This design comes from an exercise in tuning for small area, a short achievable clock period and few clock cycles on the open sky130 flow, not from production work. At most, simulation tests tie the RTL to the original design; equivalence was not proved. Function not checked in runs 1 and 2: the RTL went through the layout flow alone. Power is estimated from default activity; no workload was simulated.

<file path="flow/design.v">
module lorenc (
    input  wire        clk,
    input  wire        rst,
    input  wire        op_valid,
    input  wire [1:0]  op_code,
    input  wire [7:0]  op_start,
    input  wire [8:0]  op_src_len,
    output wire        busy,
    output reg         done,
    output reg  [1:0]  status,
    input  wire        en,
    input  wire        tp_present,
    input  wire        ok,
    input  wire        tx_empty,
    output reg  [7:0]  tx_data,
    output reg         tx_valid,
    output reg         tx_last,
    output wire [8:0]  src_addr,
    output reg         src_re,
    input  wire [7:0]  src_data,
    input  wire        cfg_we,
    input  wire [1:0]  cfg_idx,
    input  wire [20:0] cfg_wdata,
    input  wire [2:0]  cfg_count,
    output reg         hb_req,
    output reg         log_evt,
    output reg  [2:0]  fault,
    output wire [8:0]  total,
    input  wire [7:0]  occ_idx,
    output wire        occ_bit
);
    localparam ST_DONE = 2'd0, ST_NOTREADY = 2'd1, ST_BACKP = 2'd2, ST_FAULTED = 2'd3;
    localparam S_IDLE   = 3'd0,
               S_INIT   = 3'd1,      
               S_IFIN   = 3'd2,
               S_CHK    = 3'd3,      
               S_RUN    = 3'd4,
               S_HB     = 3'd5,
               S_SETTLE = 3'd6,
               S_FIN    = 3'd7;
    integer i;
    reg  [18:0] stg [0:3];
    reg  [18:0] cfg [0:3];
    reg  [2:0]  n_ctrl;
    reg         force_chg;
    reg  [13:0] total_r;
    wire [2:0] w_dt = cfg_wdata[20:18];
    wire [1:0] w_am = cfg_wdata[17:16];
    wire [2:0] w_et = w_dt[2] ? {1'b1, w_dt[1:0]} :
                      (w_am == 2'd1) ? 3'd1 : (w_am == 2'd2) ? 3'd2 : 3'd0;
    wire [7:0] w_n  = (w_dt == 3'd7) ? 8'd0 : cfg_wdata[7:0];
    always @(posedge clk)
        if (cfg_we && !busy)
            stg[cfg_idx] <= {w_et, cfg_wdata[15:8], w_n};
    assign total = total_r[8:0];
    reg  [7:0] hi8 [0:3];
    function ge8;
        input [7:0] a, b;
        integer k;
        reg gt, eq;
        begin
            gt = 1'b0;
            eq = 1'b1;
            for (k = 7; k >= 0; k = k - 1) begin
                gt = gt | (eq & a[k] & ~b[k]);
                eq = eq & (a[k] ~^ b[k]);
            end
            ge8 = gt | eq;
        end
    endfunction
    reg        occ_hit;
    integer    oc;
    always @* begin
        occ_hit = 1'b0;
        for (oc = 0; oc < 4; oc = oc + 1)
            if (ge8(occ_idx, cfg[oc][15:8]) && ge8(hi8[oc], occ_idx))
                occ_hit = 1'b1;
    end
    assign occ_bit = (occ_idx == 8'd0) | occ_hit;
    reg [3:0]  h_np1;
    reg [8:0]  h_hi;
    reg [18:0] h_w;
    always @(posedge clk)
        if (st == S_INIT)
            for (oc = 0; oc < 4; oc = oc + 1) begin
                h_w = cfg[oc];
                case (h_w[18:16])
                    3'd1:    h_np1 = h_w[7:4] - {3'd0, (h_w[3:0] == 4'd0)};
                    3'd2:    h_np1 = 4'd1;
                    3'd4:    h_np1 = 4'd3;
                    3'd5:    h_np1 = 4'd7;
                    3'd6:    h_np1 = 4'd15;
                    default: h_np1 = 4'd0;
                endcase
                h_hi = {1'b0, h_w[15:8]} + {5'd0, h_np1};
                if (n_ctrl <= oc || h_w[7:0] == 8'd0)
                    hi8[oc] <= 8'd0;
                else if (h_hi > 9'd254)
                    hi8[oc] <= 8'd254;
                else
                    hi8[oc] <= h_hi[7:0];
            end
    reg [2:0]  st;
    reg        is_alloff;
    reg        rst_fill;
    reg [7:0]  start_r;
    reg [8:0]  src_len_r;
    reg        en_r, tp_r, ok_r, txe_r;
    reg [3:0]  cnt;
    reg [2:0]  ci;
    reg        init_f;           
    reg        i_v, i_bad;       
    reg [11:0] i_eff;
    reg        op_exh;           
    assign busy = (st != S_IDLE);
    reg  [2:0]  cu_c;
    reg  [1:0]  cu_st;
    wire [2:0]  cu_c1 = cu_c + 3'd1;
    localparam CU_CTRL = 2'd0, CU_RDY = 2'd2;
    wire [1:0]  pl_i   = init_f ? ci[1:0] : (cu_st == CU_RDY) ? cu_c1[1:0] : cu_c[1:0];
    wire [18:0] pl_w   = cfg[pl_i];
    wire [2:0]  pl_et  = pl_w[18:16];
    wire [7:0]  pl_u   = pl_w[15:8];
    wire [7:0]  pl_n   = pl_w[7:0];
    reg  [11:0] pl_eff;
    reg  [7:0]  pl_cpp;
    reg  [4:0]  pl_np;
    reg  [7:0]  pl_lastl;
    always @* begin
        pl_lastl = pl_n;
        if (pl_n == 8'd0) begin
            pl_eff = 12'd0; pl_cpp = 8'd0; pl_np = 5'd0;
        end else case (pl_et)
            3'd4: begin pl_eff = {2'b0, pl_n, 2'b0}; pl_cpp = pl_n; pl_np = 5'd4; end
            3'd5: begin pl_eff = {1'b0, pl_n, 3'b0}; pl_cpp = pl_n; pl_np = 5'd8; end
            3'd6: begin pl_eff = {pl_n, 4'b0};       pl_cpp = pl_n; pl_np = 5'd16; end
            3'd1: begin pl_eff = {4'b0, pl_n}; pl_cpp = 8'd16;
                        pl_np = {1'b0, pl_n[7:4]} + {4'b0, (pl_n[3:0] != 4'd0)};
                        pl_lastl = (pl_n[3:0] == 4'd0) ? 8'd16 : {4'd0, pl_n[3:0]}; end
            3'd2: begin pl_eff = {4'b0, pl_n}; pl_cpp = {1'b0, pl_n[7:1]}; pl_np = 5'd2;
                        pl_lastl = {1'b0, pl_n[7:1]}; end
            default: begin pl_eff = {4'b0, pl_n}; pl_cpp = pl_n; pl_np = 5'd1; end
        endcase
    end
    wire [8:0] pl_last  = {1'b0, pl_u} + {4'b0, pl_np} - 9'd1;
    wire       pl_bad   = (pl_np != 5'd0) && (pl_u == 8'd0 || pl_last > 9'd254);
    wire       pl_empty = (pl_np == 5'd0) || (pl_cpp == 8'd0);
    wire [3:0] pl_nbc   = pl_cpp[7:4] + {3'b0, (pl_cpp[3:0] != 4'd0)};
    wire [3:0] pl_nbl   = pl_lastl[7:4] + {3'b0, (pl_lastl[3:0] != 4'd0)};
    wire [4:0] pl_tnc   = (pl_cpp[3:0] == 4'd0) ? 5'd16 : {1'b0, pl_cpp[3:0]};
    wire [4:0] pl_tnl   = (pl_lastl[3:0] == 4'd0) ? 5'd16 : {1'b0, pl_lastl[3:0]};
    reg [4:0]  cu_p, cu_np;
    reg [7:0]  cu_cpp, cu_g0, cu_base, cu_unit;
    reg [3:0]  cu_nbc, cu_nbl;
    reg [4:0]  cu_tnc, cu_tnl;
    reg [2:0]  cu_b;
    reg        cu_islast, cu_top;
    reg [4:0]  nx_np;
    reg [7:0]  nx_cpp, nx_eff, nx_unit;
    reg [3:0]  nx_nbc, nx_nbl;
    reg [4:0]  nx_tnc, nx_tnl;
    reg        nx_empty, nx_v;
    wire [7:0] cu_bbrel = cu_g0 + {1'b0, cu_b, 4'b0};
    wire [4:0] cu_bn    = cu_top ? (cu_islast ? cu_tnl : cu_tnc) : 5'd16;
    wire       cu_exh   = (cu_st == CU_CTRL) && (cu_c == n_ctrl);
    wire       cu_take;
    wire       cu_restart;
    wire [4:0] cu_p1    = cu_p + 5'd1;
    wire       cu_last1 = (cu_p1 == cu_np - 5'd1);
    wire       cu_pdone = (cu_b == 3'd0) && (cu_p1 == cu_np);
    wire       nx_ok    = nx_v && (cu_c1 != n_ctrl) && !nx_empty;
    wire       cu_cchg  = cu_restart || (cu_st == CU_RDY && cu_take && cu_pdone) ||
                          (cu_st == CU_CTRL && (cu_c == n_ctrl || pl_empty));
    always @(posedge clk) begin
        nx_np    <= pl_np;
        nx_cpp   <= pl_cpp;
        nx_eff   <= pl_eff[7:0];
        nx_unit  <= pl_u;
        nx_nbc   <= pl_nbc;
        nx_nbl   <= pl_nbl;
        nx_tnc   <= pl_tnc;
        nx_tnl   <= pl_tnl;
        nx_empty <= pl_empty;
        nx_v     <= (cu_st == CU_RDY) && !cu_cchg && !init_f;
        if (cu_restart) begin
            cu_st   <= CU_CTRL;
            cu_c    <= 3'd0;
            cu_base <= 8'd0;
        end else if (cu_st == CU_CTRL) begin
            if (cu_c == n_ctrl) begin
                cu_c    <= 3'd0;
                cu_base <= 8'd0;
            end else if (pl_empty) begin
                cu_c    <= cu_c1;
                cu_base <= cu_base + pl_eff[7:0];
            end else begin
                cu_np     <= pl_np;
                cu_cpp    <= pl_cpp;
                cu_nbc    <= pl_nbc;
                cu_nbl    <= pl_nbl;
                cu_tnc    <= pl_tnc;
                cu_tnl    <= pl_tnl;
                cu_unit   <= pl_u;
                cu_g0     <= cu_base;
                cu_base   <= cu_base + pl_eff[7:0];
                cu_p      <= 5'd0;
                cu_islast <= (pl_np == 5'd1);
                cu_b      <= ((pl_np == 5'd1) ? pl_nbl[2:0] : pl_nbc[2:0]) - 3'd1;
                cu_top    <= 1'b1;
                cu_st     <= CU_RDY;
            end
        end else if (cu_take) begin
            if (cu_b != 3'd0) begin
                cu_b   <= cu_b - 3'd1;
                cu_top <= 1'b0;
            end else if (!cu_pdone) begin
                cu_p      <= cu_p1;
                cu_unit   <= cu_unit + 8'd1;
                cu_g0     <= cu_g0 + cu_cpp;
                cu_islast <= cu_last1;
                cu_b      <= (cu_last1 ? cu_nbl[2:0] : cu_nbc[2:0]) - 3'd1;
                cu_top    <= 1'b1;
            end else if (nx_ok) begin
                cu_c      <= cu_c1;
                cu_np     <= nx_np;
                cu_cpp    <= nx_cpp;
                cu_nbc    <= nx_nbc;
                cu_nbl    <= nx_nbl;
                cu_tnc    <= nx_tnc;
                cu_tnl    <= nx_tnl;
                cu_unit   <= nx_unit;
                cu_g0     <= cu_base;
                cu_base   <= cu_base + nx_eff;
                cu_p      <= 5'd0;
                cu_islast <= (nx_np == 5'd1);
                cu_b      <= ((nx_np == 5'd1) ? nx_nbl[2:0] : nx_nbc[2:0]) - 3'd1;
                cu_top    <= 1'b1;
            end else begin
                cu_c  <= cu_c1;
                cu_st <= CU_CTRL;
            end
        end
    end
    reg  [6:0]    ph;
    reg  [1023:0] ring;
    localparam TB = 3;               
    localparam TS = 1 << TB;
    localparam NT = 128 / TS;
    localparam MW = 7 - TB;
    reg  [NT-1:0] tap_wr;
    reg  [7:0]    tap_wd;
    reg  [1023:0] ring_nx;
    always @* begin
        ring_nx = {ring[7:0], ring[1023:8]};
        for (i = 0; i < NT; i = i + 1)
            if (tap_wr[(i + 1) % NT])
                ring_nx[(TS * i + TS - 1) * 8 +: 8] = tap_wd;
    end
    always @(posedge clk)
        ring <= ring_nx;
    reg        ib_act;
    reg [6:0]  ib_bb;
    reg [4:0]  ib_n, ib_cnt;
    reg [15:0] ib_iss;
    reg [2:0]  ib_bk;
    reg [7:0]  ib_unit;
    reg        ib_plast;
    wire       frame_acc = (st == S_IDLE) && op_valid && (op_code == 2'd2);
    wire       issuing = (st == S_RUN) || (st == S_CHK && !is_alloff) || frame_acc;
    wire [6:0] ph3     = ph + 7'd3;
    wire [TB-1:0] is_j0 = ph3[TB-1:0] - ib_bb[TB-1:0];
    reg  [3:0] is_j;
    reg        is_ok;
    integer    kk;
    always @* begin
        is_j  = 4'd0;
        is_ok = 1'b0;
        for (kk = 16 / TS - 1; kk >= 0; kk = kk - 1)
            if ({1'b0, is_j0} + TS * kk < ib_n && !ib_iss[is_j0 + TS * kk]) begin
                is_j  = is_j0 + TS * kk;
                is_ok = 1'b1;
            end
    end
    wire [6:0] is_g    = ib_bb + {3'b0, is_j};
    wire       is_go   = ib_act && (is_alloff || is_ok);
    wire       is_fin  = is_go && (is_alloff || (ib_cnt == ib_n - 5'd1));
    wire       e_idle_nx;
    reg  [1:0] nout;
    wire       rb_full_w, rq_full_w;
    wire [2:0] n_ahead = {1'b0, nout} + {2'b0, rb_full_w} + {2'b0, rq_full_w};
    wire       ib_load = issuing && (!op_exh || frame_acc) && (cu_st == CU_RDY) &&
                         (!ib_act || is_fin) &&
                         (n_ahead[2:1] == 2'd0 || (n_ahead == 3'd2 && !e_act));
    assign cu_take = ib_load;
    reg        abort;
    reg        s1_v, s2_v, s3_v;
    reg [3:0]  s1_j, s2_j, s3_j;
    reg [MW-1:0] s1_m, s2_m, s3_m;
    reg        s1_f, s2_f, s3_f;    
    reg        s1_l, s2_l, s3_l;    
    reg [2:0]  s1_bk, s2_bk, s3_bk;
    reg [7:0]  s1_u, s2_u, s3_u;
    reg        s1_pl, s2_pl, s3_pl;
    reg [6:0]  src_a;
    reg [7:0]  sd_r;
    assign src_addr = {2'b0, src_a};
    always @(posedge clk) begin
        sd_r <= src_data;
        if (rst) begin
            ib_act <= 1'b0;
            nout   <= 2'd0;
            s1_v <= 1'b0; s2_v <= 1'b0; s3_v <= 1'b0;
            src_re <= 1'b0;
        end else begin
            s1_v  <= is_go && !abort;
            src_re <= is_go && !is_alloff;
            src_a <= is_g;
            s1_j  <= is_j;
            s1_m  <= is_g[6:TB] - ph3[6:TB];
            s1_f  <= (ib_cnt == 5'd0);
            s1_l  <= is_fin;
            s1_bk <= ib_bk;
            s1_u  <= ib_unit;
            s1_pl <= ib_plast;
            s2_v <= s1_v && !abort; s2_j <= s1_j; s2_m <= s1_m; s2_f <= s1_f; s2_l <= s1_l;
            s2_bk <= s1_bk; s2_u <= s1_u; s2_pl <= s1_pl;
            s3_v <= s2_v && !abort; s3_j <= s2_j; s3_m <= s2_m; s3_f <= s2_f; s3_l <= s2_l;
            s3_bk <= s2_bk; s3_u <= s2_u; s3_pl <= s2_pl;
            if (is_go) begin
                ib_cnt <= ib_cnt + 5'd1;
                ib_iss[is_j] <= 1'b1;
            end
            if (abort)
                nout <= 2'd0;
            else
                nout <= nout + {1'b0, ib_load} - {1'b0, s3_v && s3_l};
            if (abort) begin
                ib_act <= 1'b0;
            end else if (ib_load) begin
                ib_act   <= 1'b1;
                ib_bb    <= (frame_acc ? op_start[6:0] : start_r[6:0]) + cu_bbrel[6:0];
                ib_n     <= cu_bn;
                ib_cnt   <= 5'd0;
                ib_iss   <= 16'd0;
                ib_bk    <= cu_b;
                ib_unit  <= cu_unit;
                ib_plast <= (cu_b == 3'd0);
            end else if (is_fin) begin
                ib_act <= 1'b0;
            end
        end
    end
    wire [7:0] tap_old = ring[{s3_m, {TB{1'b0}}, 3'b0} +: 8];
    wire       p_off   = is_alloff;
    wire       p_ch    = (sd_r != tap_old) && !p_off;
    reg [127:0] rbV;
    reg [15:0]  rb_vm;
    reg         rb_chg, rb_full, rb_term, rb_off;
    reg [2:0]   rb_bk;
    reg [7:0]   rb_unit;
    reg         pchg;
    assign rb_full_w = rb_full;
    wire [15:0] p_jbit   = 16'd1 << s3_j;
    wire [15:0] vm_nx    = s3_v ? ((s3_f ? 16'd0 : rb_vm) | p_jbit) : rb_vm;
    wire        chg_nx   = (s3_f ? 1'b0 : rb_chg) | p_ch;
    wire        bank_chg = force_chg | chg_nx | p_off;
    wire        bank_trm = s3_pl && (pchg | bank_chg);
    wire        p_cmpl   = s3_v && s3_l && (bank_chg || bank_trm);
    wire        rb_avail = rb_full || p_cmpl;
    reg [127:0] rbV_nx;
    always @* begin
        rbV_nx = rbV;
        if (s3_v && !p_off)
            rbV_nx[{s3_j, 3'b0} +: 8] = sd_r;
    end
    always @* begin
        tap_wr = {NT{1'b0}};
        tap_wd = sd_r;
        if (st == S_INIT) begin
            tap_wr = {NT{1'b1}};
            tap_wd = 8'hFF;
        end else if (s3_v && !p_off && st == S_RUN) begin
            tap_wr[s3_m] = 1'b1;
        end
    end
    reg [127:0] rqV;
    reg [15:0]  rq_vm;
    reg         rq_full, rq_term, rq_off, rq_tonly;
    reg [2:0]   rq_bk;
    reg [7:0]   rq_unit;
    assign rq_full_w = rq_full;
    wire e_load  = e_idle_nx && rq_full;
    wire rq_load = rb_avail && (!rq_full || e_load);
    always @(posedge clk) begin
        if (rq_load) begin
            rqV      <= rbV_nx;
            rq_vm    <= vm_nx;
            rq_term  <= p_cmpl ? bank_trm : rb_term;
            rq_off   <= p_cmpl ? p_off : rb_off;
            rq_bk    <= p_cmpl ? s3_bk : rb_bk;
            rq_unit  <= p_cmpl ? s3_u : rb_unit;
            rq_tonly <= p_cmpl ? !bank_chg : (!rb_chg && !rb_off && !force_chg);
        end
        if (rst)
            rq_full <= 1'b0;
        else if (rq_load)
            rq_full <= 1'b1;
        else if (e_load)
            rq_full <= 1'b0;
    end
    always @(posedge clk) begin
        rbV   <= rbV_nx;
        rb_vm <= vm_nx;
        if (s3_v)
            rb_chg <= chg_nx;
        if (s3_v && s3_l) begin
            rb_term <= bank_trm;
            rb_off  <= p_off;
            rb_bk   <= s3_bk;
            rb_unit <= s3_u;
        end
        if (rst) begin
            rb_full <= 1'b0;
            pchg    <= 1'b0;
        end else begin
            if (rq_load)
                rb_full <= 1'b0;
            else if (p_cmpl)
                rb_full <= 1'b1;
            if (st == S_IDLE)
                pchg <= 1'b0;
            else if (s3_v && s3_l)
                pchg <= s3_pl ? 1'b0 : (pchg | bank_chg);
        end
    end
    localparam E_O = 3'd0, E_Z = 3'd1, E_F = 3'd2, E_C = 3'd3, E_T = 3'd4, E_PRE = 3'd5;
    reg         e_act;
    reg [2:0]   e_ph;
    reg [2:0]   e_f;
    reg [7:0]   e_cval;
    reg [15:0]  e_pend;
    reg [127:0] eV;
    reg [15:0]  e_vm;
    reg         e_term, e_off;
    reg [2:0]   e_bk;
    reg [7:0]   e_unit;
    reg [15:0] z_v, f_v, c_v, mask_c, mask;
    always @* begin
        for (i = 0; i < 16; i = i + 1) begin
            z_v[i]    = e_vm[i] && (eV[8*i +: 8] == 8'h00);
            f_v[i]    = e_vm[i] && (eV[8*i +: 8] == 8'hFF);
            c_v[i]    = e_vm[i] && (eV[8*i +: 8] != 8'h00) && (eV[8*i +: 8] != 8'hFF);
            mask_c[i] = e_vm[i] && (eV[8*i +: 8] == e_cval);
        end
    end
    wire has0  = |z_v;
    wire hasFF = |f_v;
    wire col   = |c_v;
    wire [2:0]  first_ph = (e_off || (!hasFF && !col)) ? E_O :
                           (col && has0) ? E_Z : hasFF ? E_F : E_C;
    wire [2:0]  r_ph     = (e_ph == E_PRE) ? first_ph : e_ph;
    wire [15:0] r_pend   = (e_ph == E_PRE) ? c_v : e_pend;
    reg [3:0] pri;
    always @* begin
        pri = 4'd0;
        for (i = 15; i >= 0; i = i - 1)
            if (r_pend[i]) pri = i[3:0];
    end
    wire [7:0] r_cval = (r_ph == E_Z) ? 8'h00 : (r_ph == E_F) ? 8'hFF : eV[{pri, 3'b0} +: 8];
    wire [7:0] lsb = mask[7:0];
    wire [7:0] msb = mask[15:8];
    wire       lz  = (lsb == 8'd0);
    wire       mz  = (msb == 8'd0);
    wire       bk0 = (e_bk == 3'd0);
    wire       e_set = (e_ph == E_Z) || (e_ph == E_C);
    reg [7:0] e_byte;
    reg [2:0] e_fnx;
    reg       e_lastf;
    always @* begin
        e_byte  = 8'h00;
        e_fnx   = e_f + 3'd1;
        e_lastf = 1'b0;
        case (e_f)
            3'd0: e_byte = 8'h00;
            3'd1: begin
                e_byte = (e_ph == E_T) ? 8'h00 : e_unit;
                e_lastf = (e_ph == E_T);
            end
            3'd2: begin
                if (e_ph == E_O) begin
                    e_byte  = bk0 ? 8'h41 : 8'h51;
                    e_lastf = bk0;
                    e_fnx   = 3'd4;
                end else begin
                    e_byte = bk0 ? ((!lz && !mz) ? 8'h31 : lz ? 8'h21 : 8'h11) : 8'h51;
                    if (e_set) e_byte = e_byte | 8'h02;
                    e_fnx = e_set ? 3'd3 : !bk0 ? 3'd4 : !lz ? 3'd5 : 3'd6;
                end
            end
            3'd3: begin
                e_byte = e_cval;
                e_fnx  = !bk0 ? 3'd4 : !lz ? 3'd5 : 3'd6;
            end
            3'd4: begin
                if (e_ph == E_O) begin
                    e_byte  = {5'b11000, e_bk};
                    e_lastf = 1'b1;
                end else begin
                    e_byte = {lz, mz, 3'b000, e_bk};
                    e_fnx  = !lz ? 3'd5 : 3'd6;
                end
            end
            3'd5: begin
                e_byte  = lsb;
                e_lastf = mz;
            end
            default: begin
                e_byte  = msb;
                e_lastf = 1'b1;
            end
        endcase
    end
    wire [15:0] pend_rest = e_pend & ~mask;
    reg  [2:0]  e_next;              
    always @* begin
        case (e_ph)
            E_Z:     e_next = hasFF ? E_F : (|e_pend) ? E_C : e_term ? E_T : E_PRE;
            E_F:     e_next = (|e_pend) ? E_C : e_term ? E_T : E_PRE;
            E_C:     e_next = (|pend_rest) ? E_C : e_term ? E_T : E_PRE;
            E_O:     e_next = e_term ? E_T : E_PRE;
            default: e_next = E_PRE;
        endcase
    end
    wire e_end = e_act && e_lastf && (e_next == E_PRE);
    assign e_idle_nx = !e_act || e_end;
    always @(posedge clk) begin
        if (rst) begin
            e_act    <= 1'b0;
            tx_valid <= 1'b0;
            tx_last  <= 1'b0;
        end else begin
            tx_valid <= 1'b0;
            tx_last  <= 1'b0;
            if (e_act) begin
                tx_valid <= 1'b1;
                tx_data  <= e_byte;
                tx_last  <= (e_ph == E_T) && (e_f == 3'd1);
                if (e_f == 3'd0) begin
                    e_cval <= r_cval;
                    if (e_ph == E_PRE) begin
                        e_ph   <= first_ph;
                        e_pend <= c_v;
                    end
                end
                if (e_f == 3'd1)
                    mask <= mask_c;
                if (e_lastf) begin
                    e_f <= 3'd0;
                    if (e_ph == E_C)
                        e_pend <= pend_rest;
                    if (e_next == E_PRE)
                        e_act <= 1'b0;
                    else
                        e_ph <= e_next;
                end else begin
                    e_f <= e_fnx;
                end
            end
            if (e_load) begin
                e_act  <= 1'b1;
                eV     <= rqV;
                e_vm   <= rq_vm;
                e_term <= rq_term;
                e_off  <= rq_off;
                e_bk   <= rq_bk;
                e_unit <= rq_unit;
                e_ph   <= rq_tonly ? E_T : E_PRE;
                e_f    <= 3'd0;
            end
        end
    end
    wire [14:0] frame_end = {7'd0, start_r} + {1'b0, total_r};
    wire        all_idle  = op_exh && !ib_act && !s1_v && !s2_v && !s3_v && !rb_full && !rq_full && !e_act;
    always @* begin
        abort = 1'b0;
        if (st == S_CHK) begin
            if (fault != 3'd0 || !(en_r && tp_r && ok_r))
                abort = 1'b1;
            else if (!is_alloff && (!txe_r || frame_end > {6'd0, src_len_r} || frame_end > 15'd128))
                abort = 1'b1;
        end
    end
    assign cu_restart = rst || (st == S_INIT) || abort;
    always @(posedge clk) begin
        if (rst) begin
            st        <= S_INIT;
            init_f    <= 1'b1;
            rst_fill  <= 1'b1;
            i_v       <= 1'b0;
            cnt       <= 4'd0;
            ci        <= 3'd0;
            ph        <= 7'd0;
            n_ctrl    <= 3'd0;
            force_chg <= 1'b1;
            fault     <= 3'd0;
            total_r   <= 14'd0;
            done      <= 1'b0;
            hb_req    <= 1'b0;
            log_evt   <= 1'b0;
            op_exh    <= 1'b0;
        end else begin
            ph      <= ph + 7'd1;
            done    <= 1'b0;
            hb_req  <= 1'b0;
            log_evt <= 1'b0;
            if (issuing && cu_exh)
                op_exh <= 1'b1;
            case (st)
            S_IDLE: begin
                if (op_valid) begin
                    start_r   <= op_start;
                    src_len_r <= op_src_len;
                    en_r      <= en;
                    tp_r      <= tp_present;
                    ok_r      <= ok;
                    txe_r     <= tx_empty;
                    status    <= ST_DONE;
                    op_exh    <= 1'b0;
                    is_alloff <= op_code[0];
                    case (op_code)
                    2'd0: st <= S_FIN;
                    2'd1: begin
                        n_ctrl    <= cfg_count;
                        cfg[0]    <= stg[0];
                        cfg[1]    <= stg[1];
                        cfg[2]    <= stg[2];
                        cfg[3]    <= stg[3];
                        force_chg <= 1'b1;
                        fault     <= 3'd0;
                        total_r   <= 14'd0;
                        rst_fill  <= 1'b0;
                        cnt       <= 4'd0;
                        ci        <= 3'd0;
                        st        <= S_INIT;
                        init_f    <= 1'b1;
                        i_v       <= 1'b0;
                    end
                    default: st <= S_CHK;
                    endcase
                end
            end
            S_INIT: begin
                cnt  <= cnt + 4'd1;
                i_v  <= (ci != n_ctrl);
                i_eff <= pl_eff;
                i_bad <= pl_bad;
                if (ci != n_ctrl)
                    ci <= ci + 3'd1;
                if (i_v) begin
                    total_r <= total_r + {2'b0, i_eff};
                    if (fault == 3'd0 && i_bad)
                        fault <= 3'd3;
                end
                if (cnt == 4'd15) begin
                    st     <= rst_fill ? S_IDLE : S_IFIN;
                    init_f <= 1'b0;
                end
            end
            S_IFIN: begin
                if (fault == 3'd0 && total_r > 14'd128)
                    fault <= 3'd4;
                if (fault != 3'd0 || total_r > 14'd128)
                    status <= ST_FAULTED;
                done <= 1'b1;
                st   <= S_IDLE;
            end
            S_CHK: begin
                if (fault != 3'd0) begin
                    status <= ST_FAULTED;
                    done   <= 1'b1;
                    st     <= S_IDLE;
                end else if (!(en_r && tp_r && ok_r)) begin
                    status <= ST_NOTREADY;
                    done   <= 1'b1;
                    st     <= S_IDLE;
                end else if (!is_alloff && !txe_r) begin
                    log_evt <= 1'b1;
                    status  <= ST_BACKP;
                    st      <= S_FIN;
                end else if (!is_alloff && (frame_end > {6'd0, src_len_r} || frame_end > 15'd128)) begin
                    fault  <= 3'd4;
                    status <= ST_FAULTED;
                    done   <= 1'b1;
                    st     <= S_IDLE;
                end else begin
                    st <= S_RUN;
                end
            end
            S_RUN: begin
                if (all_idle) begin
                    if (is_alloff) begin
                        st <= S_HB;
                    end else begin
                        force_chg <= 1'b0;
                        done      <= 1'b1;
                        st        <= S_IDLE;
                    end
                end
            end
            S_HB: begin
                hb_req <= 1'b1;
                cnt    <= 4'd0;
                st     <= S_SETTLE;
            end
            S_SETTLE: begin
                cnt <= cnt + 4'd1;
                if (cnt == 4'd15)
                    st <= S_FIN;
            end
            default: begin       
                done <= 1'b1;
                st   <= S_IDLE;
            end
            endcase
        end
    end
endmodule
</file>
<file path="flow/run.sh">
#!/bin/bash
# synth_recipe.tcl (not shown) runs the flow's synth.tcl, then flattens the netlist and writes it again
# the make line also repeats each setting of config.mk as NAME=value (left out here)
make -C /OpenROAD-flow-scripts/flow DESIGN_CONFIG=/design/flow/config.mk WORK_HOME=/design/flow/orfs CLKGATE_MAP_FILE= SYNTH_SCRIPT=/design/flow/synth_recipe.tcl finish
</file>
<file path="flow/config.mk">
export PLATFORM = sky130hd
export DESIGN_NAME = lorenc
export DESIGN_NICKNAME = lorenc
export VERILOG_FILES = /design/flow/design.v
export SDC_FILE = /design/flow/constraint.sdc
export NUM_CORES = 4
export LEC_CHECK = 0
export CAP_MARGIN = 20
export CORE_MARGIN = 2
export CORE_UTILIZATION = 45
export PLACE_DENSITY = 0.6
export SETUP_SLACK_MARGIN = 4.5
export SLEW_MARGIN = 20
</file>
<file path="flow/constraint.sdc">
create_clock -name core_clock -period 10.0 [get_ports {clk}]
set_input_delay 2.0000 -clock core_clock [delete_from_list [all_inputs] [get_ports {clk}]]
set_output_delay 2.0000 -clock core_clock [all_outputs]
set_load 0.01 [all_outputs]
</file>
==> results of run 1 <==
-- what timing repair did --
item,CTS,global route
pin swaps,14,7
setup endpoints to repair,69,306
cloned,4,3
buffers inserted,9,8
resized for setup,46,30
endpoints found under the hold margin,0,0
-- Yosys cell counts (9+ instances only) --
master	count	area, um^2
o31ai_1	25	188
buf_4	19	143
nor2_1	293	1100
nor3_1	78	390
inv_1	200	751
edfxtp_1	775	23300
nand2_1	313	1170
a211o_1	9	78.8
a22oi_1	21	158
o21ai_0	135	676
nor2b_1	41	257
and3_1	24	150
o211ai_1	45	338
a2111oi_0	10	87.6
xnor2_1	194	1700
mux2i_1	208	2080
a211oi_1	43	323
nand4_1	64	400
ha_1	153	1910
mux4_2	47	1060
fa_1	17	340
mux2_2	181	2040
clkbuf_1	137	514
buf_1	18	67.6
xor2_1	74	648
dfxtp_1	1289	25800
or3_1	23	144
maj3_1	24	240
a22o_1	12	105
nor4_1	52	325
a21oi_1	183	916
o22ai_1	19	119
maj3_2	17	191
a21o_1	40	300
nand3_1	73	365
o221ai_1	19	166
nand3b_1	12	90.1
buf_2	19	95.1
a31oi_1	19	119
or4_1	30	225
and2_1	27	169
nand2b_1	30	188
o21a_1	16	120
-- kinds of logic after synthesis --
| group | Yosys count | synth area share (%) |
|---|---|---|
| xor gates and xnor gates | 269 | 3.34 |
| other | 1 | 0.00528 |
| and+or+nand+nor | 1107 | 7.55 |
| adders and majority gates | 211 | 3.78 |
| DFF | 2064 | 69.1 |
| buffers and inverters | 407 | 2.32 |
| AOI/OAI and AO/OA | 697 | 6.53 |
| muxes | 442 | 7.39 |
-- power by group --
part	total, mW	switching, mW	internal (mW)	leakage (nW)
clock	7.56	3.19	4.37	3.29
combinational	1.00	0.608	0.394	9.98
sequential	8.89	0.0628	8.82	17.7
total	17.4	3.86	13.6	31.0
-- through the flow --
stage               worst slack, ps  instances  total power, mW  hold slack (ps)
finish                         3130       7614             17.4              281
global route                   3020       7613             18.1              286
CTS                            3110       7601             17.6              276
detailed placement             2020       7221             10.0              312
global placement               2040       7220             10.0              310
floorplan                      3480       5199             9.71              310
-- per-layer routing --
metal	share of wire, %	vias up	global-route usage (%)
met5	0.0080	-	0
met4	2.4	2	5.75
met3	5.5	252	3.70
met2	46	1056	31.8
met1	46	19800	27.7
li1	-	19100	-
-- worst reg2reg max path, cell delays in order, from the launching register on --
cell      delay [ps]
dfxtp_4          380
ha_4             270
mux2i_4          200
a21o_4           220
mux4_2           570
nand2_2          110
ha_2             190
ha_2             190
a21oi_1           50
nand4b_1         240
a211oi_4         380
inv_1            100
ha_1             290
inv_1             70
ha_1             290
a21o_1           190
a21oi_2          170
nor2b_1           60
o21a_1           180
o21ai_2          120
nand2b_1          90
a21oi_2          150
xnor2_1           90
a311oi_2         330
a21oi_1           80
-- registers in the layout, indices dropped and copies added (netlist names), 16 cells and up --
signal and flops:
eV 128, rb_vm 16, mask 16, ring 1024, stg 76, hi8 32
rq_vm 16, e_vm 16, ib_iss 16, rbV 128, e_pend 16, cfg 76
rqV 128
-- worst max path at each step --
stage,cells after the start,to
6_report,13,occ_bit
5_1_grt,13,occ_bit
4_1_cts,12,occ_bit
3_5_place_dp,12,occ_bit
3_3_place_gp,12,occ_bit
2_1_floorplan,10,occ_bit
-- area by class of cell --
| class | instances | area, um^2 |
|---|---|---|
| antenna | 1 | 2.50 |
| inverter | 211 | 805 |
| clock buffer | 279 | 5560 |
| sequential | 2064 | 49100 |
| multi-input combinational | 2732 | 20700 |
| tap | 2058 | 2570 |
| clock inverter | 88 | 1230 |
| fill | 13000 | 74900 |
| timing repair buffer | 181 | 1740 |
==> results.txt, run 1 <==
Worst slew margin 23.7%; Synth Warn # 3; slowest CP cell or4_4; antenna violations before repair 2; minimum clock period 6870 ps; Worst Hold Launch ring[509]; Placed Area 74400 um^2; R2R cell count 24; status complete, no violations; Clock Path Buffers 3; period utilization 68.7%; clk_skew 68.4 ps; Worst path top cell family by delay adder cells; GRT overflow 0; drt via density approximately 5.3; CTS tree done; synthesized instance count roughly 5200; commonest non-fill, non-tap cell in the layout dfxtp_1; fmax 0.145 GHz; vias 40200; worst path bufs/invs 3; routed len/inst 21.4 um; setup TNS 0 ps; fraction of registers with async set/reset 0%; CP required 8000 ps; largest net degree at the start of global routing 138; reg2reg setup slack 4740 ps; PortBufs 105; pwr dens 214 nW/um^2; layout cells sized above 1 between 10% and 20%; full die area 161000 um^2; min-delay worst type register to register; Core Box Area approximately 160000 um^2; Layout area overhead 15.0%; Slew Limit Fails 0; CP startpoint occ_idx[0]; CP Capture Type output port; Starting Density 45.4%; worst hold path cell count 0; leakage power 31.0 nW; Die W 401 um; crit path kind input pin to output port; Final Cell Area a little over 80000 um^2; DRC viols 0; crit start category input pin; WP data arrival 4870 ps; Min-Delay Endpoint ring[501]; H-tree levels 4; worst-skew pair later-pin latency 830 ps; most frequent cells in the layout 1281 x dfxtp_1, 775 x edfxtp_1, 311 x nand2_1; All-Layer GR Usage 19.9%; Max-Cap Viols 0; Final Hold Fails 0; first-pass GRT wire length 244 mm; peak supply drop 0.183 mV; hold buffer count at cts 0; Worst R2R End i_bad; Slew @ Worst Pin between 1000 and 1500 ps; CTS Buf Count between 150 and 200; Die Y ~400 um; CP peak stage delay 440 ps; HPWL Detailed 112 mm; critical path, cell by cell buf_12 -> buf_4 -> nand2b_4 -> maj3_2 -> maj3_2 -> maj3_2 -> maj3_2 -> maj3_2 -> maj3_2 -> a21oi_1 -> o21ba_1 -> or4_4 -> buf_6; synth unique cells 102; final WL 163 mm; Final Wtd Congestion ~0.94; Setup violations, final 0; DRT Pass-1 Iters 6; number of global-route vias before repair around 39000; Synth Flop Type dfxtp_1; register area share after synthesis between 60 and 70%; FF+latch count, synth 2064; CTS root buf clkbuf_16; worst r2r src cu_c[0]; CP most frequent cell maj3_2; clock tree sinks 2064; Net count, final 5625; Ports ~110; clk slew on worst S/H paths 60 ps; antenna-violating nets left 0; Core Rows 145; RSZ-0062 raised after global routing yes; Core Util, Final 52.2%; CP max FO 5; Syn Area/Cell 13.7 um^2; Mapped Area 71000 um^2; DRT iter0 DRCs 3176; Post-synth EDFFs about 780
==> run 2, diff against run 1 <==
--- a/flow/config.mk
+++ b/flow/config.mk
@@ -11,3 +11,2 @@
 export PLACE_DENSITY = 0.6
-export SETUP_SLACK_MARGIN = 4.5
 export SLEW_MARGIN = 20
==> run 2 against run 1 <==
Against the previous run: clock power barely moved; critical path type unchanged; highest routed layer is now met4; die area did not move; combinational power barely moved; sequential power barely moved; still clean.
==> results.txt, run 2 <==
CTS tree done; Clock Path Buffers 3; CP Capture Type output port; leakage power around 31 nW; placed cells 7223; clock tree sinks 2064; Final Wtd Congestion 0.935; largest net degree at the start of global routing between 100 and 150; antenna violations before repair 3; FF+latch count, synth 2064; crit path kind input pin to output port; Synth Flop Type dfxtp_1; full die area 161000 um^2; antenna-violating nets left 0; Die Y 401 um; Final Cell Area 81100 um^2; hold buffer count at cts 0; Synth Warn # 3; crit start category input pin; Min-Delay Endpoint ring[651]; period utilization roughly 80%; Core Rows 145; largest reg by FF count ring; Max-Cap Viols 0; vias 40100; GRT overflow 0; most frequent cells in the layout 1284 x dfxtp_1, 775 x edfxtp_1, 313 x nand2_1; Yosys top cell by area dfxtp_1; Worst path top cell family by delay adder cells; Slew Limit Fails 0; CTS Buf Count 195; HPWL Detailed 113 mm; Ports 108; routed len/inst 21.4 um; Core Util, Final 51.8%; pwr dens 214 nW/um^2; R2R cell count 17; reg2reg setup slack between 3000 and 4000 ps; clk_skew 59.4 ps; minimum clock period 8010 ps; most frequent cell after synthesis dfxtp_1; CP startpoint occ_idx[0]; worst path bufs/invs 2; RSZ-0062 raised after global routing no; min-delay worst type register to register; worst hold path cell count 0; synthesized instance count 5198; critical path, cell by cell clkdlybuf4s50_1 -> nand2b_1 -> maj3_2 -> maj3_2 -> maj3_2 -> maj3_2 -> maj3_2 -> maj3_2 -> a21oi_1 -> o21ba_1 -> or4_1 -> clkdlybuf4s50_1; DRC viols 0; commonest non-fill, non-tap cell in the layout dfxtp_1; DRT iter0 DRCs approximately 3200; WP data arrival 6010 ps; setup TNS 0 ps; clk slew on worst S/H paths approximately 60 ps; Net count, final 5602; Final Non-Filler Cells 7581; worst r2r src cu_c[0]; CP max FO 9; Setup violations, final 0; final WL 162 mm; DRT Pass-1 Iters 6; status complete, no violations; slowest CP cell clkdlybuf4s50_1; post_cts resized 0; max reg flops 1024; Slew @ Worst Pin between 1000 and 1500 ps; All-Layer GR Usage 20.0%; total power between 15 and 20 mW; number of global-route vias before repair just under 40000; pre-CTS setup slack 1940 ps; first-pass GRT wire length 246 mm; peak supply drop about 0.18 mV; hold slack between 200 and 300 ps; fmax around 0.12 GHz; layout cells sized above 1 11.9%; Worst Hold Launch ring[659]; Final Hold Fails 0; PortBufs 105; worst setup margin 1990 ps; synth cell count leaders 1289 x dfxtp_1, 775 x edfxtp_1, 313 x nand2_1; Area contributors post-synth dfxtp_1 36%, edfxtp_1 33%, mux2i_1 2.9%, mux2_2 2.9%, ha_1 2.7%; post-synth top area share 36.3%; Placed Area between 70000 and 80000 um^2; worst-skew pair later-pin latency 820 ps; synth unique cells 102; CP peak stage delay 690 ps; Core Box Area around 160000 um^2; register area share after synthesis 69.1%; CP most frequent cell maj3_2; CTS root buf clkbuf_16; Mapped Area 71000 um^2; Worst slew margin 21.3%; fraction of registers with async set/reset 0%; Worst R2R End cu_b[2]; number of setup buffers added after CTS 0; Starting Density 45.4%; Syn Area/Cell 13.7 um^2; H-tree levels 4; CP required around 8000 ps; Die W between 400 and 500 um; Post-synth EDFFs 775; Layout area overhead 14.2%; Fillers 13200; drt via density between 5 and 6
-- run 2: logic make-up (layout without fill, tap and decap cells) --
family          after synthesis  in the layout  synth area share, %
compound gates              697            697                 6.53
xor+xnor                    269            269                 3.34
fa+ha+maj                   211            211                 3.78
buf+inv                     407            730                 2.32
flops                      2064           2064                 69.1
mux                         442            442                 7.39
other cells                   1              3              0.00528
simple gates               1107           1107                 7.55
-- run 2: area by class of cell --
cell class                      instances  area, um^2  share of cell area [%]
Inverter                              211         795                   0.980
Antenna cell                            1        2.50                 0.00309
Tap cell                             2058        2570                    3.18
Clock buffer                          270        5490                    6.77
Clock inverter                         86        1240                    1.52
Sequential cell                      2064       49100                    60.5
Timing Repair Buffer                  163        1510                    1.87
Multi-Input combinational cell       2728       20400                    25.2
-- run 2: worst max path at each step --
stage	endpoint	slack, ps	depth (start not counted)
after floorplan	eV[0]	380	3
after global placement	occ_bit	1950	12
after detailed placement	occ_bit	1940	12
after CTS	occ_bit	1950	12
after global routing	occ_bit	1810	12
final	occ_bit	1990	12
-- run 2: worst reg2reg max path: stages, from the launching register on --
cell      delay (ps)
dfxtp_1          410
ha_1             310
mux2i_2          730
a21o_2           920
mux2i_1          260
mux2_2           430
a21oi_1          700
o221ai_1         440
a21o_1           290
or4_1            570
ha_1             230
ha_1             320
mux2_1           150
o21ai_1           60
ha_1             260
nand2b_1         150
o31ai_1          280
a211oi_2          80
-- run 2: where the power goes --
part | switching (mW) | internal, mW | total, mW
clock | 3.18 | 4.35 | 7.53
combinational | 0.593 | 0.373 | 0.966
sequential | 0.0660 | 8.82 | 8.89
total | 3.84 | 13.5 | 17.4
-- run 2: layer usage --
layer,GRT usage [%],wire [um],up-vias
li1,-,-,19000
met1,28.3,76000,19800
met2,31.9,74900,1024
met3,3.00,7270,258
met4,6.15,4220,0
met5,0,0,-
==> run 3, diff against run 2 <==
--- a/flow/design.v
+++ b/flow/design.v
@@ -56,23 +56,25 @@
     reg  [7:0] hi8 [0:3];
-    function ge8;
-        input [7:0] a, b;
-        integer k;
-        reg gt, eq;
-        begin
-            gt = 1'b0;
-            eq = 1'b1;
-            for (k = 7; k >= 0; k = k - 1) begin
-                gt = gt | (eq & a[k] & ~b[k]);
-                eq = eq & (a[k] ~^ b[k]);
-            end
-            ge8 = gt | eq;
-        end
-    endfunction
-    reg        occ_hit;
-    integer    oc;
+    reg  [3:0] oval;
+    wire [15:0] occ_ld = 16'd1 << occ_idx[3:0];
+    reg         occ_hit;
+    reg  [3:0]  o_loh, o_lol, o_hih, o_hil;
+    reg         o_span;
+    reg  [15:0] o_ge, o_le, o_ma, o_mb;
+    integer     oc;
     always @* begin
         occ_hit = 1'b0;
-        for (oc = 0; oc < 4; oc = oc + 1)
-            if (ge8(occ_idx, cfg[oc][15:8]) && ge8(hi8[oc], occ_idx))
+        for (oc = 0; oc < 4; oc = oc + 1) begin
+            o_loh  = cfg[oc][15:12];
+            o_lol  = cfg[oc][11:8];
+            o_hih  = hi8[oc][7:4];
+            o_hil  = hi8[oc][3:0];
+            o_span = (o_hih != o_loh);
+            o_ge   = ~((16'd1 << o_lol) - 16'd1);
+            o_le   = ~(16'hFFFE << o_hil);
+            o_ma   = o_ge & (o_span ? 16'hFFFF : o_le);
+            o_mb   = o_span ? o_le : 16'h0000;
+            if (oval[oc] && ((occ_idx[7:4] == o_loh && (occ_ld & o_ma) != 16'd0) ||
+                             (occ_idx[7:4] == o_hih && (occ_ld & o_mb) != 16'd0)))
                 occ_hit = 1'b1;
+        end
     end
@@ -95,8 +97,4 @@
                 h_hi = {1'b0, h_w[15:8]} + {5'd0, h_np1};
-                if (n_ctrl <= oc || h_w[7:0] == 8'd0)
-                    hi8[oc] <= 8'd0;
-                else if (h_hi > 9'd254)
-                    hi8[oc] <= 8'd254;
-                else
-                    hi8[oc] <= h_hi[7:0];
+                oval[oc] <= (n_ctrl > oc) && (h_w[7:0] != 8'd0) && (h_w[15:8] != 8'd255);
+                hi8[oc]  <= (h_hi > 9'd254) ? 8'd254 : h_hi[7:0];
             end
@@ -111,4 +109,3 @@
     reg        init_f;           
-    reg        i_v, i_bad;       
-    reg [11:0] i_eff;
+    reg        i_v;              
     reg        op_exh;           
@@ -119,4 +116,11 @@
     localparam CU_CTRL = 2'd0, CU_RDY = 2'd2;
-    wire [1:0]  pl_i   = init_f ? ci[1:0] : (cu_st == CU_RDY) ? cu_c1[1:0] : cu_c[1:0];
-    wire [18:0] pl_w   = cfg[pl_i];
+    wire [2:0]  pl_sel = init_f ? ci : (cu_st == CU_RDY) ? cu_c1 : cu_c;
+    reg  [18:0] pl_w;
+    reg  [2:0]  pl_tag;
+    reg         pl_tv;
+    always @(posedge clk) begin
+        pl_w   <= cfg[pl_sel[1:0]];
+        pl_tag <= pl_sel;
+        pl_tv  <= !init_f;
+    end
     wire [2:0]  pl_et  = pl_w[18:16];
@@ -157,7 +161,2 @@
     reg        cu_islast, cu_top;
-    reg [4:0]  nx_np;
-    reg [7:0]  nx_cpp, nx_eff, nx_unit;
-    reg [3:0]  nx_nbc, nx_nbl;
-    reg [4:0]  nx_tnc, nx_tnl;
-    reg        nx_empty, nx_v;
     wire [7:0] cu_bbrel = cu_g0 + {1'b0, cu_b, 4'b0};
@@ -170,16 +169,5 @@
     wire       cu_pdone = (cu_b == 3'd0) && (cu_p1 == cu_np);
-    wire       nx_ok    = nx_v && (cu_c1 != n_ctrl) && !nx_empty;
-    wire       cu_cchg  = cu_restart || (cu_st == CU_RDY && cu_take && cu_pdone) ||
-                          (cu_st == CU_CTRL && (cu_c == n_ctrl || pl_empty));
+    wire       pl_cur   = pl_tv && (pl_tag == cu_c);
+    wire       nx_ok    = pl_tv && (pl_tag == cu_c1) && (cu_c1 != n_ctrl) && !pl_empty;
     always @(posedge clk) begin
-        nx_np    <= pl_np;
-        nx_cpp   <= pl_cpp;
-        nx_eff   <= pl_eff[7:0];
-        nx_unit  <= pl_u;
-        nx_nbc   <= pl_nbc;
-        nx_nbl   <= pl_nbl;
-        nx_tnc   <= pl_tnc;
-        nx_tnl   <= pl_tnl;
-        nx_empty <= pl_empty;
-        nx_v     <= (cu_st == CU_RDY) && !cu_cchg && !init_f;
         if (cu_restart) begin
@@ -192,2 +180,3 @@
                 cu_base <= 8'd0;
+            end else if (!pl_cur) begin
             end else if (pl_empty) begin
@@ -224,14 +213,14 @@
                 cu_c      <= cu_c1;
-                cu_np     <= nx_np;
-                cu_cpp    <= nx_cpp;
-                cu_nbc    <= nx_nbc;
-                cu_nbl    <= nx_nbl;
-                cu_tnc    <= nx_tnc;
-                cu_tnl    <= nx_tnl;
-                cu_unit   <= nx_unit;
+                cu_np     <= pl_np;
+                cu_cpp    <= pl_cpp;
+                cu_nbc    <= pl_nbc;
+                cu_nbl    <= pl_nbl;
+                cu_tnc    <= pl_tnc;
+                cu_tnl    <= pl_tnl;
+                cu_unit   <= pl_u;
                 cu_g0     <= cu_base;
-                cu_base   <= cu_base + nx_eff;
+                cu_base   <= cu_base + pl_eff[7:0];
                 cu_p      <= 5'd0;
-                cu_islast <= (nx_np == 5'd1);
-                cu_b      <= ((nx_np == 5'd1) ? nx_nbl[2:0] : nx_nbc[2:0]) - 3'd1;
+                cu_islast <= (pl_np == 5'd1);
+                cu_b      <= ((pl_np == 5'd1) ? pl_nbl[2:0] : pl_nbc[2:0]) - 3'd1;
                 cu_top    <= 1'b1;
@@ -305,5 +294,34 @@
     reg [7:0]  sd_r;
+    reg [7:0]  tap_old;             
     assign src_addr = {2'b0, src_a};
     always @(posedge clk) begin
-        sd_r <= src_data;
+        sd_r  <= src_data;
+        src_a <= is_g;
+        s1_j  <= is_j;
+        s1_m  <= is_g[6:TB] - ph3[6:TB];
+        s1_f  <= (ib_cnt == 5'd0);
+        s1_l  <= is_fin;
+        s1_bk <= ib_bk;
+        s1_u  <= ib_unit;
+        s1_pl <= ib_plast;
+        s2_j <= s1_j; s2_m <= s1_m; s2_f <= s1_f; s2_l <= s1_l;
+        s2_bk <= s1_bk; s2_u <= s1_u; s2_pl <= s1_pl;
+        s3_j <= s2_j; s3_m <= s2_m; s3_f <= s2_f; s3_l <= s2_l;
+        s3_bk <= s2_bk; s3_u <= s2_u; s3_pl <= s2_pl;
+        tap_old <= ring[{s2_m, {TB{1'b0}}, 3'b0} + 8 +: 8];
+        if (is_go) begin
+            ib_cnt <= ib_cnt + 5'd1;
+            ib_iss[is_j] <= 1'b1;
+        end
+        if (ib_load) begin
+            ib_bb    <= (frame_acc ? op_start[6:0] : start_r[6:0]) + cu_bbrel[6:0];
+            ib_n     <= cu_bn;
+            ib_cnt   <= 5'd0;
+            ib_iss   <= 16'd0;
+            ib_bk    <= cu_b;
+            ib_unit  <= cu_unit;
+            ib_plast <= (cu_b == 3'd0);
+        end
+    end
+    always @(posedge clk) begin
         if (rst) begin
@@ -314,20 +332,6 @@
         end else begin
-            s1_v  <= is_go && !abort;
+            s1_v   <= is_go && !abort;
             src_re <= is_go && !is_alloff;
-            src_a <= is_g;
-            s1_j  <= is_j;
-            s1_m  <= is_g[6:TB] - ph3[6:TB];
-            s1_f  <= (ib_cnt == 5'd0);
-            s1_l  <= is_fin;
-            s1_bk <= ib_bk;
-            s1_u  <= ib_unit;
-            s1_pl <= ib_plast;
-            s2_v <= s1_v && !abort; s2_j <= s1_j; s2_m <= s1_m; s2_f <= s1_f; s2_l <= s1_l;
-            s2_bk <= s1_bk; s2_u <= s1_u; s2_pl <= s1_pl;
-            s3_v <= s2_v && !abort; s3_j <= s2_j; s3_m <= s2_m; s3_f <= s2_f; s3_l <= s2_l;
-            s3_bk <= s2_bk; s3_u <= s2_u; s3_pl <= s2_pl;
-            if (is_go) begin
-                ib_cnt <= ib_cnt + 5'd1;
-                ib_iss[is_j] <= 1'b1;
-            end
+            s2_v   <= s1_v && !abort;
+            s3_v   <= s2_v && !abort;
             if (abort)
@@ -336,19 +340,10 @@
                 nout <= nout + {1'b0, ib_load} - {1'b0, s3_v && s3_l};
-            if (abort) begin
+            if (abort)
                 ib_act <= 1'b0;
-            end else if (ib_load) begin
-                ib_act   <= 1'b1;
-                ib_bb    <= (frame_acc ? op_start[6:0] : start_r[6:0]) + cu_bbrel[6:0];
-                ib_n     <= cu_bn;
-                ib_cnt   <= 5'd0;
-                ib_iss   <= 16'd0;
-                ib_bk    <= cu_b;
-                ib_unit  <= cu_unit;
-                ib_plast <= (cu_b == 3'd0);
-            end else if (is_fin) begin
+            else if (ib_load)
+                ib_act <= 1'b1;
+            else if (is_fin)
                 ib_act <= 1'b0;
-            end
         end
     end
-    wire [7:0] tap_old = ring[{s3_m, {TB{1'b0}}, 3'b0} +: 8];
     wire       p_off   = is_alloff;
@@ -357,3 +352,3 @@
     reg [15:0]  rb_vm;
-    reg         rb_chg, rb_full, rb_term, rb_off;
+    reg         rb_chg, rb_full, rb_term, rb_off, rb_bchg;
     reg [2:0]   rb_bk;
@@ -363,3 +358,2 @@
     wire [15:0] p_jbit   = 16'd1 << s3_j;
-    wire [15:0] vm_nx    = s3_v ? ((s3_f ? 16'd0 : rb_vm) | p_jbit) : rb_vm;
     wire        chg_nx   = (s3_f ? 1'b0 : rb_chg) | p_ch;
@@ -368,9 +362,2 @@
     wire        p_cmpl   = s3_v && s3_l && (bank_chg || bank_trm);
-    wire        rb_avail = rb_full || p_cmpl;
-    reg [127:0] rbV_nx;
-    always @* begin
-        rbV_nx = rbV;
-        if (s3_v && !p_off)
-            rbV_nx[{s3_j, 3'b0} +: 8] = sd_r;
-    end
     always @* begin
@@ -392,12 +379,12 @@
     wire e_load  = e_idle_nx && rq_full;
-    wire rq_load = rb_avail && (!rq_full || e_load);
+    wire rq_load = rb_full && (!rq_full || e_load);
     always @(posedge clk) begin
         if (rq_load) begin
-            rqV      <= rbV_nx;
-            rq_vm    <= vm_nx;
-            rq_term  <= p_cmpl ? bank_trm : rb_term;
-            rq_off   <= p_cmpl ? p_off : rb_off;
-            rq_bk    <= p_cmpl ? s3_bk : rb_bk;
-            rq_unit  <= p_cmpl ? s3_u : rb_unit;
-            rq_tonly <= p_cmpl ? !bank_chg : (!rb_chg && !rb_off && !force_chg);
+            rqV      <= rbV;
+            rq_vm    <= rb_vm;
+            rq_term  <= rb_term;
+            rq_off   <= rb_off;
+            rq_bk    <= rb_bk;
+            rq_unit  <= rb_unit;
+            rq_tonly <= !rb_bchg;
         end
@@ -410,7 +397,11 @@
     end
+    integer sl;
     always @(posedge clk) begin
-        rbV   <= rbV_nx;
-        rb_vm <= vm_nx;
-        if (s3_v)
+        if (s3_v) begin
+            for (sl = 0; sl < 16; sl = sl + 1)
+                if (s3_j == sl && !p_off)
+                    rbV[8 * sl +: 8] <= sd_r;
+            rb_vm  <= (s3_f ? 16'd0 : rb_vm) | p_jbit;
             rb_chg <= chg_nx;
+        end
         if (s3_v && s3_l) begin
@@ -420,2 +411,3 @@
             rb_unit <= s3_u;
+            rb_bchg <= bank_chg;
         end
@@ -425,6 +417,6 @@
         end else begin
-            if (rq_load)
-                rb_full <= 1'b0;
-            else if (p_cmpl)
+            if (p_cmpl)
                 rb_full <= 1'b1;
+            else if (rq_load)
+                rb_full <= 1'b0;
             if (st == S_IDLE)
@@ -654,4 +646,2 @@
                 i_v  <= (ci != n_ctrl);
-                i_eff <= pl_eff;
-                i_bad <= pl_bad;
                 if (ci != n_ctrl)
@@ -659,4 +649,4 @@
                 if (i_v) begin
-                    total_r <= total_r + {2'b0, i_eff};
-                    if (fault == 3'd0 && i_bad)
+                    total_r <= total_r + {2'b0, pl_eff};
+                    if (fault == 3'd0 && pl_bad)
                         fault <= 3'd3;
--- a/flow/config.mk
+++ b/flow/config.mk
@@ -10,3 +10,5 @@
 export CORE_UTILIZATION = 45
+export CTS_BUF_LIST = sky130_fd_sc_hd__clkbuf_8
 export PLACE_DENSITY = 0.6
+export SETUP_SLACK_MARGIN = 4.7
 export SLEW_MARGIN = 20
==> run 3 against run 2 <==
Against the previous run: maximum frequency increased by 25%; register-to-register slack improved by 1700 ps; critical path depth increased by 2; core utilization increased by 0.34 points; sequential share of layout area decreased by 0.97 points; global-route usage increased by 0.98 points; non-clock buffer count increased by 71; final area increased by 1.6%; cell count increased by 6.1%; die area increased by 0.61%; critical endpoint unchanged; largest power group unchanged; highest routed layer is now met5.
==> results.txt, run 3 <==
Worst slew margin 18.9%; fmax 0.157 GHz; All-Layer GR Usage about a fifth; DRT Pass-1 Iters 8; Final Hold Fails 0; antenna violations before repair 9; routed len/inst 21.4 um; worst-skew pair later-pin latency 980 ps; synthesized instance count approximately 5400; Slew Limit Fails 0; Max-Cap Viols 0; Final Non-Filler Cells 8045; Core Rows around 150; DRT iter0 DRCs 3260; Area contributors post-synth edfxtp_1 34%, dfxtp_1 34%, mux2i_1 2.7%, xnor2_1 2.6%, ha_1 2.4%; Synth Flop Type dfxtp_1; total power ~17 mW; Mapped Area 71500 um^2; footprint of the multi-input gates roughly 21000 um^2; pwr dens 207 nW/um^2; WP data arrival 4390 ps; HPWL Detailed 116 mm; Syn Area/Cell 13.3 um^2; RSZ-0062 raised after global routing yes; leakage power about 31 nW; minimum clock period around 6400 ps; commonest non-fill, non-tap cell in the layout dfxtp_1; vias 42700; largest net degree at the start of global routing 84; Net count, final between 5000 and 6000; Setup violations, final 0; FF+latch area roughly 49000 um^2; fraction of registers with async set/reset 0%; CP peak stage delay 380 ps; H-tree levels 5; clk_skew around 90 ps; Sw Pwr 3.95 mW; critical path, cell by cell buf_6 -> buf_12 -> buf_4 -> nor2b_2 -> nand2_2 -> o221ai_1 -> a222oi_1 -> o22ai_1 -> a221oi_2 -> nor3_1 -> o21ai_1 -> o21ai_1 -> or3_4 -> buf_6; CP Capture Type output port; most frequent cells in the layout 1222 x dfxtp_1, 817 x edfxtp_1, 397 x clkbuf_8; Cell Int Power between 10 and 15 mW; crit start category input pin; Fillers 13300; CTS Buf Count 332; Final Wtd Congestion 0.934; Die W 403 um; CTS tree done; first-pass GRT wire length between 200 and 300 mm; Core Box Area 158000 um^2; min-delay worst type register to register; Yosys top cell by area edfxtp_1; Synth Warn # 3; Post-synth EDFFs 817; worst path bufs/invs 4; register area share after synthesis 68.6%; drt via density 5.31; GRT overflow 0; sw frac 23.1%; full die area 162000 um^2; most frequent cell after synthesis dfxtp_1; antenna-violating nets left 0; crit path kind input pin to output port; clock tree sinks 2042; final WL approximately 170 mm; Clock Path Buffers 4; placed cells 7398; Layout area overhead 15.3%; Ports around 110; clk slew on worst S/H paths 60 ps; Slew @ Worst Pin 1210 ps; status complete, no violations; Worst path top cell family by delay compound AO/OA/AOI/OAI gates; Die Y 403 um; hold slack 271 ps; peak supply drop 0.152 mV; PortBufs between 100 and 150; number of global-route vias before repair 42100; largest reg by FF count ring; slowest CP cell or3_4; Starting Density 45.2%; DRC viols 0; synth cell count leaders 1225 x dfxtp_1, 817 x edfxtp_1, 388 x nand2_1; part of the power in registers 51.7%; FF+latch count, synth 2042; CP required approximately 8000 ps; max reg flops 1024; CP max FO 14; post-synth top area share around a third; part of the power in combinational logic under 10%; setup TNS 0 ps; pre-CTS setup slack 2040 ps; share of total power in the clock network 41.2%; CTS root buf clkbuf_8; worst setup margin 3610 ps; synth unique cells 98; layout cells sized above 1 13.8%; period utilization between 60% and 70%
-- run 3: changes by cell type in the layout (fill, tap and decap cells not counted), sizes merged, moves of 41 or more --
| cell | delta |
|---|---|
| nand2 | +74 |
| edfxtp | +42 |
| a21oi | +47 |
| mux2 | -163 |
| clkbuf | +127 |
| dfxtp | -64 |
| xor2 | +41 |
| nand3 | +41 |
| buf | +75 |
| o21ai | +49 |
| inv | +101 |
-- run 3: worst paths after layout --
path              start        end  slack, ps  depth (start not counted)
max          occ_idx[2]    occ_bit       3610                         14
min           ring[127]  ring[119]        270                          0
max reg2reg       ph[0]    s1_m[3]       4900                         19
min reg2reg   ring[127]  ring[119]        270                          0
-- run 3: routing by layer --
metal	wire (um)	track usage (%)
met1	79300	29.4
met2	78000	32.5
met3	9990	4.07
met4	5230	7.72
met5	21	0
-- run 3: kinds of logic after synthesis --
group	Yosys count	synth area share (%)
buffers and inverters	447	2.46
other	1	0.00525
AO/OA/AOI/OAI	829	7.55
multiplexers	290	5.45
AND/OR/NAND/NOR	1297	8.88
adder cells (fa/ha/maj)	161	2.97
XOR/XNOR	327	4.05
flip-flops	2042	68.6
-- run 3: power groups by stage --
| stage | Combinational (mW) | Sequential, mW | Clock (mW) |
|---|---|---|---|
| after floorplan | 0.822 | 8.94 | 0 |
| after global placement | 1.15 | 9.02 | 0 |
| after detailed placement | 1.16 | 9.02 | 0 |
| after CTS | 1.19 | 8.84 | 7.26 |
| after global routing | 1.32 | 8.85 | 7.62 |
| final | 1.20 | 8.84 | 7.05 |
-- run 3: area by class of cell --
cell class / instances / area share [%]
Antenna cell: 4 / 0.0122
Multi-Input combinational cell: 2907 / 25.7
Sequential cell: 2042 / 59.6
Tap cell: 2072 / 3.15
Clock inverter: 180 / 1.33
Clock buffer: 397 / 6.63
Timing Repair Buffer: 234 / 2.66
Inverter: 209 / 0.961
-- run 3: timing repair --
item                                    4_1_cts  5_1_grt
resized for setup                            88       31
endpoints found under the setup margin        5       67
hold buffers                                  0        0
endpoints found under the hold margin         0        0
buffers inserted                             43       19
pin swaps                                    20       14
cloned                                        2        1
-- run 3: through the flow --
stage | cell area, um^2 | utilization (%)
floorplan | 71600 | -
global placement | 74800 | 47.3
detailed placement | 74800 | 47.4
CTS | 82000 | 51.9
global route | 82400 | 52.1
finish | 82400 | 52.1
Testbench counts of run 3, summed over its fixed seeds: cycles 58,479.
==> run 4, diff against run 3 <==
--- a/flow/config.mk
+++ b/flow/config.mk
@@ -10,3 +10,2 @@
 export CORE_UTILIZATION = 45
-export CTS_BUF_LIST = sky130_fd_sc_hd__clkbuf_8
 export PLACE_DENSITY = 0.6
==> run 4 against run 3 <==
Against the previous run: still clean on timing, DRC and antenna; critical path depth unchanged; register-to-register slack about the same; combinational power hardly changed; worst hold slack better by 39 ps; flip-flop and latch count stayed put; die area unchanged; global-route usage decreased by 0.20 points; critical endpoint unchanged; highest routed layer unchanged.
==> results.txt, run 4 <==
status complete, no violations; DRT Pass-1 Iters 6; Slew @ Worst Pin 1260 ps; Starting Density between 40% and 50%; largest reg by FF count ring; register area share after synthesis about two thirds; Mapped Area just over 70000 um^2; pwr dens 213 nW/um^2; RSZ-0062 raised after global routing yes; worst path bufs/invs 4; CP required about 8000 ps; crit start category input pin; Core Rows 146; sw frac 22.7%; synth unique cells 98; minimum clock period 6370 ps; worst-skew pair later-pin latency 820 ps; drt via density 5.36; first-pass GRT wire length 257 mm; part of the power in combinational logic 6.8%; CP startpoint occ_idx[2]; H-tree levels 4; clk slew on worst S/H paths about 60 ps; Worst Hold Launch ring[95]; Worst path top cell family by delay compound AO/OA/AOI/OAI gates; fraction of registers with async set/reset 0%; layout cells sized above 1 12.0%; Worst slew margin 15.4%; routed len/inst 21.8 um; Slew Limit Fails 0; hold buffer count at cts 0; full die area 162000 um^2; antenna violations before repair 9; fmax 0.157 GHz; Ports 108; crit path kind input pin to output port; Layout area overhead 15.5%; Net count, final 5816; critical path, cell by cell buf_6 -> buf_12 -> nand2_4 -> nor3_1 -> buf_4 -> o2111ai_1 -> o211ai_1 -> a311oi_2 -> and3_1 -> o211ai_1 -> a32oi_1 -> o21ai_1 -> or3_4 -> buf_6; slowest CP cell or3_4; synth cell count leaders 1225 x dfxtp_1, 817 x edfxtp_1, 388 x nand2_1; worst r2r src ph[0]; HPWL Detailed 116 mm; Die W 403 um; min-delay worst type register to register; setup TNS 0 ps; Fillers 13200; Synth Warn # 3; CP Capture Type output port; antenna-violating nets left 0; WP data arrival 4370 ps; vias roughly 42000; Clock Path Buffers 3; DRC viols 0; All-Layer GR Usage 20.8%; most frequent cells in the layout 1222 x dfxtp_1, 817 x edfxtp_1, 383 x nand2_1; clk_skew 41.6 ps; share of total power in the clock network 42.9%; most frequent cell after synthesis dfxtp_1; Max-Cap Viols 0; pre-CTS setup slack about 2000 ps; Sw Pwr 3.99 mW; CTS Buf Count approximately 200; final WL between 150 and 200 mm; Syn Area/Cell 13.3 um^2; largest net degree at the start of global routing 84; clock tree sinks 2042; period utilization 63.7%; part of the power in registers roughly 50%; Cell Int Power 13.6 mW; Final Non-Filler Cells 7835; Final Hold Fails 0; peak supply drop 0.196 mV; Final Wtd Congestion 0.934; DRT iter0 DRCs between 3000 and 4000; max reg flops 1024; leakage power 30.4 nW; Area contributors post-synth edfxtp_1 34%, dfxtp_1 34%, mux2i_1 2.7%, xnor2_1 2.6%, ha_1 2.4%; placed cells 7398; GRT overflow 0; CP max FO 14; Core Box Area roughly 160000 um^2; Die Y 403 um; FF+latch count, synth 2042; CTS root buf clkbuf_16; Setup violations, final 0; Synth Flop Type dfxtp_1; CTS tree done; post-synth top area share 34.3%; synthesized instance count 5394; Post-synth EDFFs just over 800; Yosys top cell by area edfxtp_1; worst setup margin between 3000 and 4000 ps; CP peak stage delay 380 ps; PortBufs 105; number of global-route vias before repair 41100; commonest non-fill, non-tap cell in the layout dfxtp_1
[run 4: cell counts after synthesis]
Identical to the previous run, type by type.
[run 4: power groups by stage]
stage	logic, mW	clock network, mW	registers (mW)
2_1_floorplan	0.822	0	8.94
3_3_place_gp	1.15	0	9.02
3_5_place_dp	1.16	0	9.02
4_1_cts	1.19	7.73	8.84
5_1_grt	1.32	8.08	8.85
6_report	1.20	7.55	8.84
[run 4: kinds of logic after synthesis]
| group | Yosys count | synth area share, % |
|---|---|---|
| adders and majority gates | 161 | 2.97 |
| DFF | 2042 | 68.6 |
| muxes | 290 | 5.45 |
| and+or+nand+nor | 1297 | 8.88 |
| buffers and inverters | 447 | 2.46 |
| AOI/OAI and AO/OA | 829 | 7.55 |
| other | 1 | 0.00525 |
| xor gates and xnor gates | 327 | 4.05 |
[run 4: per-layer routing]
metal  vias to the layer above  share of wire, %  track usage (%)
met2                      1206                46             32.4
met5                         -             0.016                0
li1                      19800                 -                -
met1                     20800                46             29.5
met3                       274               6.0             3.95
met4                         6               2.5             6.38
[run 4: repair_timing]
item,CTS,global route
setup endpoints to repair,5,117
gates cloned,2,1
setup buffers,35,28
pin swaps,18,13
resized for setup,82,31
[run 4: path summary, 6_finish.rpt]
| path | to | slack, ps | depth (start not counted) |
|---|---|---|---|
| max | occ_bit | 3630 | 14 |
| min | ring[87] | 310 | 0 |
| max reg2reg | s1_m[3] | 4910 | 19 |
| min reg2reg | ring[87] | 310 | 0 |
[run 4: area by class of cell]
class,count,area [um^2],area share [%]
inverter,209,792,0.959
antenna,1,2.50,0.00303
timing repair buffer,235,2200,2.66
sequential,2042,49100,59.4
multi-input combinational,2907,21100,25.6
clock inverter,98,1160,1.41
tap,2072,2590,3.14
clock buffer,271,5610,6.79
[run 4: through the flow]
| step | utilization (%) | hold WS (ps) | total power [mW] | area [um^2] |
|---|---|---|---|---|
| CTS | 52.0 | 308 | 17.8 | 82100 |
| global placement | 47.3 | 310 | 10.2 | 74800 |
| global route | 52.2 | 322 | 18.2 | 82500 |
| finish | 52.2 | 310 | 17.6 | 82500 |
| floorplan | - | 310 | 9.76 | 71600 |
| detailed placement | 47.4 | 312 | 10.2 | 74800 |

## separate check: timing with driven ports
In the flow no input, the clock included, has a driving cell. The finished layouts below were timed again as built, in two steps.
Step 1, drivers: a clkbuf_16 drives clk and a buf_2 each remaining input, both assumed.
Step 2, shift: input delay + t, output delay - t, t = (earliest + latest rising clock arrival at the registers) / 2. This alone moves slack from input paths to output paths.
Three values: ideal, step 1, step 2; two values: the first two.
| run | t (ns) | slack for setup (ns) | hold WS [ns] | worst register clock-pin slew, ns |
|---|---|---|---|---|
| run 1 | 0.877 | 3.126 / 2.954 / 2.954 | 0.281 / 0.281 / 0.281 | 0.07 / 0.07 |
| run 2 | 0.879 | 1.992 / 1.858 / 1.858 | 0.293 / 0.293 / 0.293 | 0.07 / 0.07 |
| run 3 | 1.011 | 3.614 / 3.578 / 3.578 | 0.271 / 0.271 / 0.271 | 0.07 / 0.07 |
| run 4 | 0.885 | 3.632 / 3.599 / 3.599 | 0.310 / 0.310 / 0.310 | 0.07 / 0.07 |
After both steps setup and hold are still met in every run listed. For run 1, which loses most, drivers alone change the setup slack by -0.172 ns; drivers and shift together by -0.172 ns.
